This is an optimization exercise on Yosys and OpenROAD, whose aim is small area, a short achievable clock period and few clock cycles per item, not a production implementation.
In this exercise RTL edits were held to simulation tests only and were not proved equivalent to the original.
Power figures rest on the tool's default switching activity, not on a simulated workload.

==> flow/design.v <==
module hdrs_enc (
    input  wire        clk,
    input  wire        rst,
    input  wire        cmd_valid,
    output wire        cmd_ready,
    input  wire        cmd_op,         
    input  wire        cmd_crc_init,   
    input  wire [4:0]  cmd_nsym,
    input  wire [2:0]  cmd_t4,
    input  wire [6:0]  cmd_t8,
    input  wire        sym_valid,
    output wire        sym_ready,
    input  wire [31:0] sym_data,
    output wire        out_valid,
    input  wire        out_ready,
    output wire [7:0]  out_data,
    output wire        done,
    output wire        done_err,
    output wire [4:0]  done_count,
    output wire [6:0]  done_bytes,
    output wire [31:0] done_crc
);
    localparam S_MAX = 16;
    localparam ST_IDLE = 2'd0;
    localparam ST_LOAD = 2'd1;
    localparam ST_EMIT = 2'd2;
    localparam ST_DONE = 2'd3;
    localparam PH_BITMAP = 2'd0;
    localparam PH_FIELDS = 2'd1;
    localparam PH_FLUSH  = 2'd2;
    localparam OP_REF = 1'b0;
    localparam OP_ENC = 1'b1;
    function [31:0] crc_update;
        input [31:0] st;
        input [7:0]  b;
        integer k;
        reg [31:0] c;
        begin
            c = st ^ {24'd0, b};
            for (k = 0; k < 8; k = k + 1)
                c = c[0] ? ((c >> 1) ^ 32'hEDB88320) : (c >> 1);
            crc_update = c;
        end
    endfunction
    reg [1:0]  state;
    reg [1:0]  phase;
    reg        op;
    reg [4:0]  nsym;
    reg [2:0]  t4;
    reg [6:0]  t8;
    reg [4:0]  idx;
    reg        err;
    reg [4:0]  count;
    reg [6:0]  byte_cnt;
    reg [31:0] crc;
    reg [47:0] acc;        
    reg [5:0]  acc_cnt;    
    reg [31:0] cur_buf [0:S_MAX-1];    
    reg [31:0] val_mem [0:S_MAX-1];    
    reg [S_MAX-1:0] chg;               
    reg [1:0]  tier [0:S_MAX-1];       
    wire [31:0] in_val  = val_mem[idx[3:0]];
    wire signed [32:0] in_d = $signed({sym_data[31], sym_data}) - $signed({in_val[31], in_val});
    wire signed [32:0] t4_pos = $signed({30'd0, t4});
    wire signed [32:0] t8_pos = $signed({26'd0, t8});
    wire in_tier0 = (in_d >= -t4_pos) && (in_d <= t4_pos);
    wire in_tier1 = (in_d >= -t8_pos) && (in_d <= t8_pos);
    wire [1:0] in_tier = in_tier0 ? 2'd0 : (in_tier1 ? 2'd1 : 2'd2);
    wire in_chg = (sym_data != in_val);
    wire [31:0] f_cur = cur_buf[idx[3:0]];
    wire [31:0] f_val = val_mem[idx[3:0]];
    wire [31:0] f_d   = f_cur - f_val;
    wire [1:0]  f_tier = tier[idx[3:0]];
    wire [2:0]  nbm_bytes = (nsym + 5'd7) >> 3;    
    reg [33:0] fld;        
    reg [5:0]  fld_w;      
    reg [7:0]  bm_byte;
    integer j;
    always @(*) begin
        for (j = 0; j < 8; j = j + 1)
            bm_byte[7-j] = chg[{idx[0], 3'd0} + j];
        fld   = 34'd0;
        fld_w = 6'd0;
        if (phase == PH_BITMAP) begin
            fld   = {bm_byte, 26'd0};
            fld_w = 6'd8;
        end else if (op == OP_REF) begin
            fld   = {f_cur, 2'd0};
            fld_w = 6'd32;
        end else if (chg[idx[3:0]]) begin
            case (f_tier)
                2'd0: begin fld = {2'b00, f_d[3:0], 28'd0}; fld_w = 6'd6;  end
                2'd1: begin fld = {2'b01, f_d[7:0], 24'd0}; fld_w = 6'd10; end
                default: begin fld = {2'b10, f_cur};       fld_w = 6'd34; end
            endcase
        end
    end
    wire [47:0] fld_shifted = {fld, 14'd0} >> acc_cnt;
    wire have_byte = (acc_cnt >= 6'd8) || (phase == PH_FLUSH && acc_cnt != 6'd0);
    assign cmd_ready = (state == ST_IDLE);
    assign sym_ready = (state == ST_LOAD);
    assign out_valid = (state == ST_EMIT) && have_byte;
    assign out_data  = acc[47:40];
    assign done       = (state == ST_DONE);
    assign done_err   = err;
    assign done_count = count;
    assign done_bytes = byte_cnt;
    assign done_crc   = crc ^ 32'hFFFFFFFF;
    wire cmd_fire = cmd_valid && cmd_ready;
    wire sym_fire = sym_valid && sym_ready;
    wire out_fire = out_valid && out_ready;
    wire bad_nsym = (cmd_nsym == 5'd0) || (cmd_nsym > S_MAX);
    integer s;
    always @(posedge clk) begin
        if (rst) begin
            state <= ST_IDLE;
            phase <= PH_BITMAP;
            crc   <= 32'hFFFFFFFF;
            err   <= 1'b0;
            acc_cnt <= 6'd0;
        end else begin
            case (state)
                ST_IDLE: begin
                    if (cmd_fire) begin
                        op       <= cmd_op;
                        nsym     <= cmd_nsym;
                        t4       <= cmd_t4;
                        t8       <= cmd_t8;
                        idx      <= 5'd0;
                        count    <= 5'd0;
                        byte_cnt <= 7'd0;
                        chg      <= {S_MAX{1'b0}};
                        acc      <= 48'd0;
                        acc_cnt  <= 6'd0;
                        if (bad_nsym) begin
                            err   <= 1'b1;
                            state <= ST_DONE;
                        end else begin
                            err   <= 1'b0;
                            if (cmd_crc_init)
                                crc <= 32'hFFFFFFFF;
                            state <= ST_LOAD;
                        end
                    end
                end
                ST_LOAD: begin
                    if (sym_fire) begin
                        cur_buf[idx[3:0]] <= sym_data;
                        if (op == OP_ENC) begin
                            chg[idx[3:0]]  <= in_chg;
                            tier[idx[3:0]] <= in_tier;
                            if (in_chg)
                                count <= count + 5'd1;
                        end
                        if (idx == nsym - 5'd1) begin
                            idx   <= 5'd0;
                            phase <= (op == OP_ENC) ? PH_BITMAP : PH_FIELDS;
                            state <= ST_EMIT;
                        end else begin
                            idx <= idx + 5'd1;
                        end
                    end
                end
                ST_EMIT: begin
                    if (have_byte) begin
                        if (out_fire) begin
                            acc      <= acc << 8;
                            acc_cnt  <= (acc_cnt >= 6'd8) ? acc_cnt - 6'd8 : 6'd0;
                            crc      <= crc_update(crc, acc[47:40]);
                            byte_cnt <= byte_cnt + 7'd1;
                        end
                    end else if (phase == PH_FLUSH) begin
                        state <= ST_DONE;
                    end else begin
                        acc     <= acc | fld_shifted;
                        acc_cnt <= acc_cnt + fld_w;
                        if (phase == PH_BITMAP) begin
                            if (idx == {2'd0, nbm_bytes} - 5'd1) begin
                                idx   <= 5'd0;
                                phase <= PH_FIELDS;
                            end else begin
                                idx <= idx + 5'd1;
                            end
                        end else begin
                            if (idx == nsym - 5'd1)
                                phase <= PH_FLUSH;
                            idx <= idx + 5'd1;
                        end
                    end
                end
                default: begin    
                    if (!err) begin
                        for (s = 0; s < S_MAX; s = s + 1)
                            if (s < nsym)
                                val_mem[s] <= cur_buf[s];
                    end
                    state <= ST_IDLE;
                end
            endcase
        end
    end
endmodule
==> flow/run.sh <==
#!/bin/bash
# synth_recipe.tcl (not shown) runs the flow's synth.tcl, then flattens the netlist and writes it again
# the make line also repeats each setting of config.mk as NAME=value (left out here)
make -C /OpenROAD-flow-scripts/flow DESIGN_CONFIG=/design/flow/config.mk WORK_HOME=/design/flow/orfs CLKGATE_MAP_FILE= SYNTH_SCRIPT=/design/flow/synth_recipe.tcl finish
==> flow/config.mk <==
export PLATFORM = sky130hd
export DESIGN_NAME = hdrs_enc
export DESIGN_NICKNAME = hdrs_enc
export VERILOG_FILES = /design/flow/design.v
export SDC_FILE = /design/flow/constraint.sdc
export NUM_CORES = 4
export LEC_CHECK = 0
export CAP_MARGIN = 20
export CORE_MARGIN = 2
export CORE_UTILIZATION = 40
export PLACE_DENSITY = 0.6
export SLEW_MARGIN = 20
==> flow/constraint.sdc <==
create_clock -name core_clock -period 9.0 [get_ports {clk}]
set_input_delay 1.8000 -clock core_clock [delete_from_list [all_inputs] [get_ports {clk}]]
set_output_delay 1.8000 -clock core_clock [all_outputs]
set_load 0.01 [all_outputs]
==> flow_metrics.py <==
metrics = {
    "status": {
        "outcome": "finished clean",
    },
    "drt": {
        "num_vias": 33100,
        "drtPass1Iterations": 6,
        "vias_per_cell": 6.14,
        "finalWirelength_um": 177000,
        "ant_nets": 0,
        "wire_per_inst_um": 32.7,
        "drt_iter0_markers": 4803,
        "route.detailed.drc": 0,
    },
    "hold_path": {
        "hp-start": "cur_buf[9][28]",
        "hold_end": "val_mem[9][28]",
        "hold_path.class": "reg -> reg",
        "hold_depth": 0,
    },
    "global_routing": {
        "busiest_layer": "met2",
        "grt_use_total": 0.262,
        "grt_overflow": 0,
        "grt_start_max_net_pins": 81,
        "antenna_found_initial": 10,
        "first_global_vias": 32000,
        "met1_usage": 0.350,
        "use_met3": 0.0584,
        "use_met2": 0.413,
        "grt_pass1_wl_um": 245000,
    },
    "sta": {
        "worst_pin_slew_ps": 1120,
        "setup_tns_ps": 0,
        "timing.slew.headroom": 0.246,
        "fmax_mhz": 121,
        "period_share": 0.917,
        "rsz0062_at_grt": "false",
        "finalHoldViolations": 0,
        "slew_viol_final": 0,
        "clock-skew-final_ps": 56.1,
        "fin_crit_ps": 8260,
        "finalSetupViolCount": 0,
    },
    "power": {
        "p_int_w": 0.0119,
        "leakagePower_nw": 19.9,
        "p_sw_frac": 0.369,
        "p_comb_frac": 0.384,
        "clockPowerShare": 0.260,
        "ir_worst_vdd_uv": 208,
        "p_seq_frac": 0.355,
        "power.switching_w": 0.00698,
        "powerDensity_mw_per_mm2": 314,
    },
    "synth": {
        "syn_area_mm2": 0.0522,
        "synth.top_cell.area_share": 0.663,
        "yosysWarnings": 2,
        "synth.distinct_cells": 86,
        "syn-num-nets": 3563,
        "synth_enable_flop_cells": 1153,
        "yosysMostFrequentCell": "edfxtp_1",
        "synthTopCellsByArea": "edfxtp_1 (66%), mux4_2 (7.5%), ha_1 (3.1%)",
        "yosys.area.top_type": "edfxtp_1",
        "ys_ff_latch": 1199,
        "ys_top_cells_by_count": "edfxtp_1 (1153), nand2_1 (178), mux4_2 (173), nor2_1 (168), o21ai_0 (155)",
        "syn-instance-count": 3375,
        "syn_avg_cell_area_um2": 15.5,
        "yosysSeqAreaShare": 0.681,
        "synth-async-reset-ratio": 0,
        "synth-main-ff-cell": "edfxtp_1",
    },
    "critical_path": {
        "startpoint": "idx[0]",
        "r2r_slack_ps": 740,
        "cp-end-kind": "register",
        "r2r_cells": 29,
        "required_ps": 9440,
        "crit_arrival_ps": 8700,
        "r2r-end": "tier[7][0]",
        "cpPeakStageDelay_ps": 630,
        "crit_type": "reg -> reg",
        "critPathSlowestCell": "and4bb_1",
        "worst_r2r_startpoint": "idx[0]",
        "crit_fanout": 16,
        "start_kind": "register",
        "path_common_cell": "a21oi_1",
    },
    "floorplan": {
        "start_util": 0.403,
        "die-width_um": 365,
        "pin_count": 111,
        "die-area_mm2": 0.133,
        "core_area_mm2": 0.129,
        "rows": 132,
        "fp.dieH_um": 365,
    },
    "cts": {
        "insertion_delay_ps": 750,
        "clock-sinks": 1199,
        "root_buffer": "clkbuf_16",
        "htree_levels": 3,
        "cts_setup_buffers": 0,
        "clk_path_buf_depth": 3,
        "clk_pin_slew_worst_paths_ps": 70,
        "cts_resized": 0,
        "cts_tree": "built",
        "hold_buffers": 0,
        "numCtsBuffers": 119,
    },
    "cells_and_area": {
        "fin_nets": 3740,
        "num-fill-cells": 11200,
        "seqCellArea_mm2": 0.0356,
        "area_growth_pct": 15.1,
        "multi_input_area_mm2": 0.0159,
        "drive_gt1_frac": 0.155,
        "instances_no_fill": 5396,
        "utilization": 0.464,
    },
    "flow_run": {
        "cap_viol_max_count": 0,
    },
    "placed_design": {
        "dp_hpwl_um": 109000,
        "io_buffers": 110,
        "dp.cells": 5172,
        "place.gp.congestion": 0.936,
    },
}
-- how the worst max path moves through the flow --
stage / to / slack (ps) / cells past startpoint
after floorplan: tier[0][1] / 690 / 36
after global placement: tier[14][1] / 710 / 24
after detailed placement: tier[10][1] / 710 / 29
after CTS: tier[12][1] / 610 / 29
after global routing: tier[10][0] / 50 / 30
final: tier[7][0] / 740 / 29
-- power groups by stage --
| stage | Clock, W | Combinational, W | Sequential (W) |
|---|---|---|---|
| 2_1_floorplan | 0 | 0.00457 | 0.00670 |
| 3_3_place_gp | 0 | 0.00710 | 0.00683 |
| 3_5_place_dp | 0 | 0.00711 | 0.00683 |
| 4_1_cts | 0.00497 | 0.00714 | 0.00672 |
| 5_1_grt | 0.00518 | 0.00773 | 0.00674 |
| 6_report | 0.00492 | 0.00727 | 0.00672 |
-- routing by layer --
layer / part of all wire / vias up
met5: 0.00060 / -
met4: 0.048 / 14
met3: 0.11 / 397
met2: 0.46 / 2025
met1: 0.39 / 16900
li1: - / 13800
-- sequential cells by signal, indices dropped and copies added (netlist names), named ones only --
signal and count:
chg 16, count 5, acc 48, val_mem 512, op 1, nsym 5
byte_cnt 7, t8 7, crc 32, tier 32, idx 5, phase 2
t4 3, acc_cnt 5, state 2, cur_buf 512, err 1
-- placed cells by master (no fill, tap or decap), drive strengths merged, types with 10 or more instances in the layout --
cell type and n:
xor2 23, a31oi 19, clkbuf 139, buf 143, a222oi 26, or3 15, nor3 45, mux4 173
bufinv 11, nand2 179, clkinv 66, mux2 12, clkdlybuf4s50 110, xnor2 105, a21o 34, a21oi 151
a211o 10, dfxtp 46, a22o 53, o22ai 21, a221oi 53, nor2b 30, a22oi 96, edfxtp 1153
ha 131, nor2 168, o211ai 14, o21ai 157, nand3 50, inv 85, and3 44, nand4 58
and2 24, nand2b 36, a211oi 13, mux2i 47
-- cell families (layout without fill, tap and decap cells) --
group | Yosys count | in the layout | synth area share
compound gates | 714 | 714 | 0.0929
xor+xnor | 128 | 128 | 0.0216
fa+ha+maj | 138 | 138 | 0.0333
buf+inv | 281 | 559 | 0.0213
flops | 1199 | 1199 | 0.681
mux | 232 | 232 | 0.0862
other cells | 0 | 1 | 0
simple gates | 683 | 683 | 0.0640
-- area by class of cell --
cell class	instances	share of cell area
antenna	1	0.0000416
clock inverter	83	0.0131
clock buffer	139	0.0508
multi-input combinational	1895	0.265
sequential	1199	0.591
tap	1742	0.0363
inverter	84	0.00524
timing repair buffer	253	0.0384
-- critical path: cells and delay by family, from the launching register on --
family	cells	cell delay, ps
flops	1	430
compound gates	18	4160
buf+inv	3	440
simple gates	4	1490
fa+ha+maj	4	1400
-- metrics by stage --
stage | hold slack (ps) | power [W] | setup slack, ps | instance area (um^2)
finish | 425 | 0.0189 | 745 | 60100
global route | 436 | 0.0197 | 49.2 | 60100
CTS | 430 | 0.0188 | 615 | 60100
detailed placement | 429 | 0.0139 | 712 | 56300
global placement | 424 | 0.0139 | 707 | 56300
floorplan | 421 | 0.0113 | 688 | 52200
Testbench counts, summed over its fixed seeds: cycles 34,757, symbols 9,235.

-- afterwards: timing with drivers on the ports --
The flow's constraints put no driver on any port. The routed layout listed below was extracted and timed again, unchanged, in two steps. Step 1 sets driving cells, clkbuf_16 on the clock port and buf_2 on the other inputs (assumed; they add their load-dependent delay and slew). Step 2, shift: input delay + t, output delay - t, t = (earliest + latest rising clock arrival at the registers) / 2. This alone moves slack from input paths to output paths. Slacks: ideal / step 1 / step 2; pairs: ideal / step 1.
shift t [ns]: 0.799
setup WS [ns]: 0.745 / 0.745 / 0.737
hold WS [ns]: 0.425 / 0.425 / 0.425
slew at the worst register clock pin (ns): 0.07 / 0.07
worst data-port slew with drivers (ns): 0.20
After both steps this run still meets setup and hold. For this run, drivers alone change the setup slack by 0.000 ns; drivers and shift together by -0.008 ns.
